This design comes from an exercise in tuning for small area, a short achievable clock period and few clock cycles on the open sky130 flow, not from production work. At most, simulation tests tie the RTL to the original design; equivalence was not proved. Power is estimated from default activity; no workload was simulated.

==> run X: inputs <==
==> flow/design.v <==
module cv_repack (
    input  wire        clk,
    input  wire        rst,
    input  wire        cmd_valid,
    output wire        cmd_ready,
    input  wire [5:0]  cmd_old_w,
    input  wire [5:0]  cmd_new_w,
    input  wire [8:0]  cmd_count,
    input  wire        in_valid,
    output wire        in_ready,
    input  wire [31:0] in_data,
    output wire        out_valid,
    input  wire        out_ready,
    output wire [31:0] out_data,
    output reg         done_valid,
    output reg  [5:0]  done_bits,
    output reg         done_err
);
    function [31:0] low_mask;
        input [5:0] w;
        begin
            if (w >= 6'd32)
                low_mask = 32'hffff_ffff;
            else
                low_mask = (32'd1 << w) - 32'd1;
        end
    endfunction
    function [5:0] bits_needed;
        input [31:0] v;
        integer k;
        begin
            bits_needed = 6'd0;
            for (k = 0; k < 32; k = k + 1)
                if (v[k])
                    bits_needed = k[5:0] + 6'd1;
        end
    endfunction
    reg  [5:0]  ow, nw;
    reg  [8:0]  ecnt;          
    reg         busy;          
    reg         finp;          
    reg         fz;            
    reg         dpend;         
    reg         lastq;         
    reg  [31:0] b0, b1, b2;
    reg  [1:0]  wr, rw, cnt;
    reg  [4:0]  rp;
    reg  [5:0]  sp;            
    reg  [8:0]  secnt;         
    reg  [8:0]  cr;            
    reg  [31:0] val_or;
    reg         ev;
    reg  [31:0] e;
    reg  [4:0]  e_wp;
    reg         e_cpl, e_last, e_fl;
    reg  [4:0]  wpr;           
    reg  [31:0] wacc;
    reg  [31:0] obuf;
    reg         ov;
    reg         fl;            
    assign cmd_ready = !busy && !(finp && dpend);
    wire   accept    = cmd_valid && cmd_ready;
    assign in_ready  = (cr != 9'd0) && (cnt != 2'd3);
    wire   load      = in_valid && in_ready;
    assign out_valid = ov;
    assign out_data  = obuf;
    wire   pop       = ov && out_ready;
    wire   ofree     = !ov || out_ready;
    wire [6:0]  s     = {2'b0, rp} + {1'b0, ow};        
    wire        avail = busy && ((ow == 6'd0) || cnt[1] || (cnt == 2'd1 && !(s[5] && s[4:0] != 5'd0)));
    wire [1:0]  rw1   = (rw == 2'd2) ? 2'd0 : rw + 2'd1;
    reg  [31:0] blo, bhi;
    always @(*) begin
        case (rw)
            2'd0:    blo = b0;
            2'd1:    blo = b1;
            default: blo = b2;
        endcase
        case (rw1)
            2'd0:    bhi = b0;
            2'd1:    bhi = b1;
            default: bhi = b2;
        endcase
    end
    wire [63:0] fun   = {bhi, blo} >> rp;
    wire [31:0] m_ow  = low_mask(ow);
    wire [31:0] m_nw  = low_mask(nw);
    wire [31:0] elem  = fun[31:0] & m_ow;
    wire        last  = (ecnt == 9'd1);
    wire        pop_w = s[5];
    wire [6:0]  t     = {2'b0, wpr} + {1'b0, nw};
    wire [63:0] rot2  = {e, e} << e_wp;
    wire [31:0] rot   = rot2[63:32];
    wire [31:0] lm    = low_mask({1'b0, e_wp});
    wire [31:0] hi    = rot & ~lm;
    wire [31:0] lo    = rot & lm;
    wire [31:0] wm    = wacc & lm;
    wire        wstall = fl || (e_cpl && !ofree) || (e_last && lastq);
    wire        wtake  = ev && !wstall;
    wire        take   = avail && (!ev || wtake);
    wire        flush  = fl && ofree;
    wire        fin_now  = finp && !dpend;
    wire        done_now = dpend && lastq && ofree;
    wire [6:0]  s2    = {1'b0, sp} + {1'b0, ow};
    wire        sinc  = (secnt != 9'd0) && (s2 > 7'd32);
    wire [6:0]  s2m   = s2 - 7'd32;
    always @(posedge clk) begin
        if (rst) begin
            busy       <= 1'b0;
            finp       <= 1'b0;
            fz         <= 1'b0;
            dpend      <= 1'b0;
            lastq      <= 1'b0;
            ecnt       <= 9'd0;
            wr         <= 2'd0;
            rw         <= 2'd0;
            cnt        <= 2'd0;
            rp         <= 5'd0;
            secnt      <= 9'd0;
            cr         <= 9'd0;
            ev         <= 1'b0;
            wpr        <= 5'd0;
            ov         <= 1'b0;
            fl         <= 1'b0;
            done_valid <= 1'b0;
        end else begin
            if (accept) begin
                ow     <= cmd_old_w;
                nw     <= cmd_new_w;
                ecnt   <= cmd_count;
                busy   <= (cmd_count != 9'd0);
                secnt  <= (cmd_count != 9'd0) ? cmd_count - 9'd1 : 9'd0;
                sp     <= (cmd_count != 9'd0) ? cmd_old_w : 6'd0;
                wpr    <= 5'd0;
                rp     <= 5'd0;
            end else begin
                if (secnt != 9'd0) begin
                    secnt <= secnt - 9'd1;
                    sp    <= sinc ? s2m[5:0] : s2[5:0];
                end
                if (take) begin
                    ecnt <= ecnt - 9'd1;
                    busy <= !last;
                    rp   <= last ? 5'd0 : s[4:0];
                    wpr  <= last ? 5'd0 : t[4:0];
                end
            end
            if (accept)
                cr <= {8'd0, (cmd_count != 9'd0) && (cmd_old_w != 6'd0)};
            else
                cr <= cr + {8'd0, sinc} - {8'd0, load};
            if (take && last) begin
                wr  <= 2'd0;
                rw  <= 2'd0;
                cnt <= 2'd0;
            end else begin
                if (load)
                    wr <= (wr == 2'd2) ? 2'd0 : wr + 2'd1;
                if (take && pop_w)
                    rw <= rw1;
                cnt <= cnt + {1'b0, load} - {1'b0, take && pop_w};
            end
            if (take)
                ev <= 1'b1;
            else if (wtake)
                ev <= 1'b0;
            if (accept)
                fz <= (cmd_count == 9'd0);
            finp  <= (finp && !fin_now) || (accept && cmd_count == 9'd0) || (take && last);
            dpend <= fin_now || (dpend && !done_now);
            lastq <= (lastq && !done_now) || (fin_now && fz) || flush || (wtake && e_last && !e_fl);
            done_valid <= done_now;
            if (flush)
                fl <= 1'b0;
            else if (wtake && e_last)
                fl <= e_fl;
            if (flush || (wtake && e_cpl))
                ov <= 1'b1;
            else if (pop)
                ov <= 1'b0;
        end
        if (in_ready) begin
            case (wr)
                2'd0:    b0 <= in_data;
                2'd1:    b1 <= in_data;
                default: b2 <= in_data;
            endcase
        end
        if (accept)
            val_or <= 32'd0;
        else if (avail)
            val_or <= val_or | elem;
        if (take) begin
            e      <= elem & m_nw;
            e_wp   <= wpr;
            e_cpl  <= t[5];
            e_last <= last;
            e_fl   <= (t[4:0] != 5'd0);
        end
        if (fin_now) begin
            done_bits <= bits_needed(val_or);
            done_err  <= (bits_needed(val_or) > nw);
        end
        if (flush) begin
            obuf <= wacc;
        end else if (wtake) begin
            if (e_cpl) begin
                obuf <= wm | hi;
                wacc <= lo;
            end else begin
                wacc <= wm | hi;
            end
        end
    end
endmodule
==> flow/run.sh <==
#!/bin/bash
# synth_recipe.tcl (not shown) runs the flow's synth.tcl, then flattens the netlist and writes it again
# the make line also repeats each setting of config.mk as NAME=value (left out here)
make -C /OpenROAD-flow-scripts/flow DESIGN_CONFIG=/design/flow/config.mk WORK_HOME=/design/flow/orfs CLKGATE_MAP_FILE= SYNTH_SCRIPT=/design/flow/synth_recipe.tcl finish
==> flow/config.mk <==
export PLATFORM = sky130hd
export DESIGN_NAME = cv_repack
export DESIGN_NICKNAME = cv_repack
export VERILOG_FILES = /design/flow/design.v
export SDC_FILE = /design/flow/constraint.sdc
export NUM_CORES = 4
export LEC_CHECK = 0
export ABC_AREA = 0
export ABC_CLOCK_PERIOD_IN_PS = 3000
export CAP_MARGIN = 20
export CORE_MARGIN = 2
export CORE_UTILIZATION = 40
export PLACE_DENSITY = 0.6
export SETUP_SLACK_MARGIN = 4.5
export SLEW_MARGIN = 20
==> flow/constraint.sdc <==
create_clock -name core_clock -period 8.0 [get_ports {clk}]
set_input_delay 1.6000 -clock core_clock [delete_from_list [all_inputs] [get_ports {clk}]]
set_output_delay 1.6000 -clock core_clock [all_outputs]
set_load 0.01 [all_outputs]
==> inputs of run Y, as changes to run X <==
==> flow/design.v, changed modules only <==
module cv_repack (
    input  wire        clk,
    input  wire        rst,
    input  wire        cmd_valid,
    output wire        cmd_ready,
    input  wire [5:0]  cmd_old_w,
    input  wire [5:0]  cmd_new_w,
    input  wire [8:0]  cmd_count,
    input  wire        in_valid,
    output wire        in_ready,
    input  wire [31:0] in_data,
    output wire        out_valid,
    input  wire        out_ready,
    output wire [31:0] out_data,
    output reg         done_valid,
    output reg  [5:0]  done_bits,
    output reg         done_err
);
    function [31:0] low_mask;
        input [5:0] w;
        begin
            if (w >= 6'd32)
                low_mask = 32'hffff_ffff;
            else
                low_mask = (32'd1 << w) - 32'd1;
        end
    endfunction
    function [5:0] bits_needed;
        input [31:0] v;
        integer k;
        begin
            bits_needed = 6'd0;
            for (k = 0; k < 32; k = k + 1)
                if (v[k])
                    bits_needed = k[5:0] + 6'd1;
        end
    endfunction
    reg  [5:0]  ow, nw;
    reg  [8:0]  ecnt;          
    reg         busy;          
    reg         finp;          
    reg         fz;            
    reg         dpend;         
    reg         lastq;         
    reg  [31:0] b0, b1, b2;
    reg  [2:0]  wr, rw;        
    reg  [1:0]  cnt;
    reg  [4:0]  rp;
    reg  [5:0]  sp;            
    reg  [1:0]  lead;          
    reg  [2:0]  cr;            
    reg  [31:0] val_or;
    reg         ev;
    reg  [31:0] e;
    reg  [4:0]  e_wp;
    reg         e_cpl, e_last, e_fl;
    reg  [4:0]  wpr;           
    reg  [31:0] wacc;
    reg  [31:0] obuf;
    reg         ov;
    reg         fl;            
    reg         crdy;          
    assign cmd_ready = crdy;
    wire   accept    = cmd_valid && crdy;
    assign in_ready  = (cr != 3'd0) && (cnt != 2'd3);
    wire   load      = in_valid && in_ready;
    assign out_valid = ov;
    assign out_data  = obuf;
    wire   pop       = ov && out_ready;
    wire   ofree     = !ov || out_ready;
    wire [6:0]  s     = {2'b0, rp} + {1'b0, ow};        
    reg  [5:0]  lim;           
    reg         last;          
    wire        avail = busy && (lim[5] || cnt[1] || (cnt[0] && ({1'b0, rp} <= lim)));
    wire [2:0]  rw1   = {rw[1:0], rw[2]};
    wire [31:0] blo   = ({32{rw[0]}} & b0) | ({32{rw[1]}} & b1) | ({32{rw[2]}} & b2);
    wire [31:0] bhi   = ({32{rw[2]}} & b0) | ({32{rw[0]}} & b1) | ({32{rw[1]}} & b2);
    wire [63:0] fx    = {bhi, blo};
    wire [47:0] f4    = rp[4] ? fx[63:16] : fx[47:0];
    wire [39:0] f3    = rp[3] ? f4[47:8]  : f4[39:0];
    wire [35:0] f2    = rp[2] ? f3[39:4]  : f3[35:0];
    wire [33:0] f1    = rp[1] ? f2[35:2]  : f2[33:0];
    wire [31:0] fun   = rp[0] ? f1[32:1]  : f1[31:0];
    wire [31:0] m_ow  = low_mask(ow);
    wire [31:0] m_nw  = low_mask(nw);
    wire [31:0] elem  = fun & m_ow;
    wire        pop_w = s[5];
    wire [6:0]  t     = {2'b0, wpr} + {1'b0, nw};
    wire [31:0] r0    = e_wp[0] ? {e[30:0],  e[31]}     : e;
    wire [31:0] r1    = e_wp[1] ? {r0[29:0], r0[31:30]} : r0;
    wire [31:0] r2    = e_wp[2] ? {r1[27:0], r1[31:28]} : r1;
    wire [31:0] r3    = e_wp[3] ? {r2[23:0], r2[31:24]} : r2;
    wire [31:0] rot   = e_wp[4] ? {r3[15:0], r3[31:16]} : r3;
    wire [31:0] lm    = low_mask({1'b0, e_wp});
    wire [31:0] hi    = rot & ~lm;
    wire [31:0] lo    = rot & lm;
    wire [31:0] wm    = wacc & lm;
    wire        wstall = fl || (e_cpl && !ofree) || (e_last && lastq);
    wire        wtake  = ev && !wstall;
    wire        take   = avail && (!ev || wtake);
    wire        flush  = fl && ofree;
    wire        fin_now  = finp && !dpend;
    wire        done_now = dpend && lastq && ofree;
    wire        busy_n  = accept ? (cmd_count != 9'd0) : (busy && !(take && last));
    wire        finp_n  = (finp && !fin_now) || (accept && cmd_count == 9'd0) || (take && last);
    wire        dpend_n = fin_now || (dpend && !done_now);
    wire [6:0]  s2    = {1'b0, sp} + {1'b0, ow};
    wire        step  = (lead != 2'd3) && ((ecnt[8:2] != 7'd0) || (ecnt[1:0] > lead));
    wire        sinc  = step && (sp > lim);
    wire [5:0]  s2m   = sp - lim;
    always @(posedge clk) begin
        if (rst) begin
            busy       <= 1'b0;
            crdy       <= 1'b1;
            finp       <= 1'b0;
            fz         <= 1'b0;
            dpend      <= 1'b0;
            lastq      <= 1'b0;
            ecnt       <= 9'd0;
            wr         <= 3'b001;
            rw         <= 3'b001;
            cnt        <= 2'd0;
            rp         <= 5'd0;
            lead       <= 2'd0;
            cr         <= 3'd0;
            ev         <= 1'b0;
            wpr        <= 5'd0;
            ov         <= 1'b0;
            fl         <= 1'b0;
            done_valid <= 1'b0;
        end else begin
            if (accept) begin
                ow     <= cmd_old_w;
                nw     <= cmd_new_w;
                ecnt   <= cmd_count;
                lim    <= 6'd32 - cmd_old_w;
                last   <= (cmd_count == 9'd1);
                lead   <= {1'b0, cmd_count != 9'd0};
                sp     <= (cmd_count != 9'd0) ? cmd_old_w : 6'd0;
                wpr    <= 5'd0;
                rp     <= 5'd0;
            end else begin
                if (step)
                    sp    <= sinc ? s2m : s2[5:0];
                lead <= lead + {1'b0, step} - {1'b0, take};
                if (take) begin
                    ecnt <= ecnt - 9'd1;
                    last <= (ecnt == 9'd2);
                    rp   <= last ? 5'd0 : s[4:0];
                    wpr  <= last ? 5'd0 : t[4:0];
                end
            end
            if (accept)
                cr <= {2'd0, (cmd_count != 9'd0) && (cmd_old_w != 6'd0)};
            else
                cr <= cr + {2'd0, sinc} - {2'd0, load};
            if (take && last) begin
                wr  <= 3'b001;
                rw  <= 3'b001;
                cnt <= 2'd0;
            end else begin
                if (load)
                    wr <= {wr[1:0], wr[2]};
                if (take && pop_w)
                    rw <= rw1;
                cnt <= cnt + {1'b0, load} - {1'b0, take && pop_w};
            end
            if (take)
                ev <= 1'b1;
            else if (wtake)
                ev <= 1'b0;
            if (accept)
                fz <= (cmd_count == 9'd0);
            busy  <= busy_n;
            finp  <= finp_n;
            dpend <= dpend_n;
            crdy  <= !busy_n && !(finp_n && dpend_n);
            lastq <= (lastq && !done_now) || (fin_now && fz) || flush || (wtake && e_last && !e_fl);
            done_valid <= done_now;
            if (flush)
                fl <= 1'b0;
            else if (wtake && e_last)
                fl <= e_fl;
            if (flush || (wtake && e_cpl))
                ov <= 1'b1;
            else if (pop)
                ov <= 1'b0;
        end
        if (in_ready) begin
            if (wr[0]) b0 <= in_data;
            if (wr[1]) b1 <= in_data;
            if (wr[2]) b2 <= in_data;
        end
        if (accept)
            val_or <= 32'd0;
        else if (avail)
            val_or <= val_or | elem;
        if (take) begin
            e      <= elem & m_nw;
            e_wp   <= wpr;
            e_cpl  <= t[5];
            e_last <= last;
            e_fl   <= (t[4:0] != 5'd0);
        end
        if (fin_now) begin
            done_bits <= bits_needed(val_or);
            done_err  <= (bits_needed(val_or) > nw);
        end
        if (flush) begin
            obuf <= wacc;
        end else if (wtake) begin
            if (e_cpl) begin
                obuf <= wm | hi;
                wacc <= lo;
            end else begin
                wacc <= wm | hi;
            end
        end
    end
endmodule
--- a/flow/config.mk
+++ b/flow/config.mk
@@ -8,3 +8,2 @@
 export ABC_AREA = 0
-export ABC_CLOCK_PERIOD_IN_PS = 3000
 export CAP_MARGIN = 20
@@ -12,4 +11,6 @@
 export CORE_UTILIZATION = 40
+export CTS_CLUSTER_DIAMETER = 80
+export CTS_CLUSTER_SIZE = 24
 export PLACE_DENSITY = 0.6
-export SETUP_SLACK_MARGIN = 4.5
+export SETUP_SLACK_MARGIN = 5
 export SLEW_MARGIN = 20
==> comparison table <==
                                                                            run Y           run X
Sw power                                                               0.002312 W      0.002696 W
Final-layout worst hold slack                                            463.6 ps        447.4 ps
CTS clock-pin slew for the worst setup and hold paths                       90 ps           60 ps
Share of the synthesized netlist area taken by xor and xnor gates         0.01902         0.01472
Worst endpoint required time                                              8480 ps         8410 ps
Post-synthesis mux area share                                              0.1514          0.2635
Number of library cell types mapped by synthesis                               78              79
Timing startpoint of the critical path                                  out_ready        in_valid
Worst slew margin relative to its limit                                    0.4695          0.3134
Wl on met1                                                               24480 um        27200 um
M2 GR Usage                                                                0.3664          0.3963
VDD IR max                                                              0.1708 mV       0.1944 mV
Total of flip-flops plus latches after synthesis                              305             309
Result of the run                                                  finished clean  finished clean
R2r endpoint                                                                cr[2]           cr[8]
Core Rows                                                                      80              84
Netlist Area Pre-Place                                                 19340 um^2      21420 um^2
Count of H-tree levels built during CTS                                         1               2
Inverter count                                                                 52              73
Proportion of power drawn by the clock network                              0.208           0.239
Share of the cycle needed by the critical path after routing               0.3747          0.4690
Die width                                                                223.9 um        235.4 um
Internal power contribution                                            0.003748 W      0.004453 W
Fraction of the mapped netlist area in compound gates                      0.1866          0.1348
Reg-to-reg slack, setup                                                   5060 ps         4270 ps
Testbench counts of run Y, summed over its fixed seeds: cycles 37,273.
No functional check of the RTL was part of run X.

[port drivers added, routing unchanged]
In the flow no input, the clock included, has a driving cell. The finished layouts below were timed again as built, in two steps. Step 1 assumes that a clkbuf_16 drives the clock port and a buf_2 every other input. Step 2, shift: input delay + t, output delay - t, t = (earliest + latest rising clock arrival at the registers) / 2. This alone moves slack from input paths to output paths. Three values: ideal ports, drivers, drivers and shift; two values: the first two.
| run | shift t [ns] | setup slack, ns | clock arrival spread, ns | worst slew at a driven data input, ns |
|---|---|---|---|---|
| run X | 0.624 | 4.248 / 4.275 / 3.657 | 0.033 / 0.034 | 0.05 |
| run Y | 0.631 | 5.003 / 4.981 / 4.388 | 0.034 / 0.033 | 0.05 |
After both steps setup and hold are still met in every run listed. For run Y, which loses most, drivers alone change the setup slack by -0.022 ns; drivers and shift together by -0.615 ns.
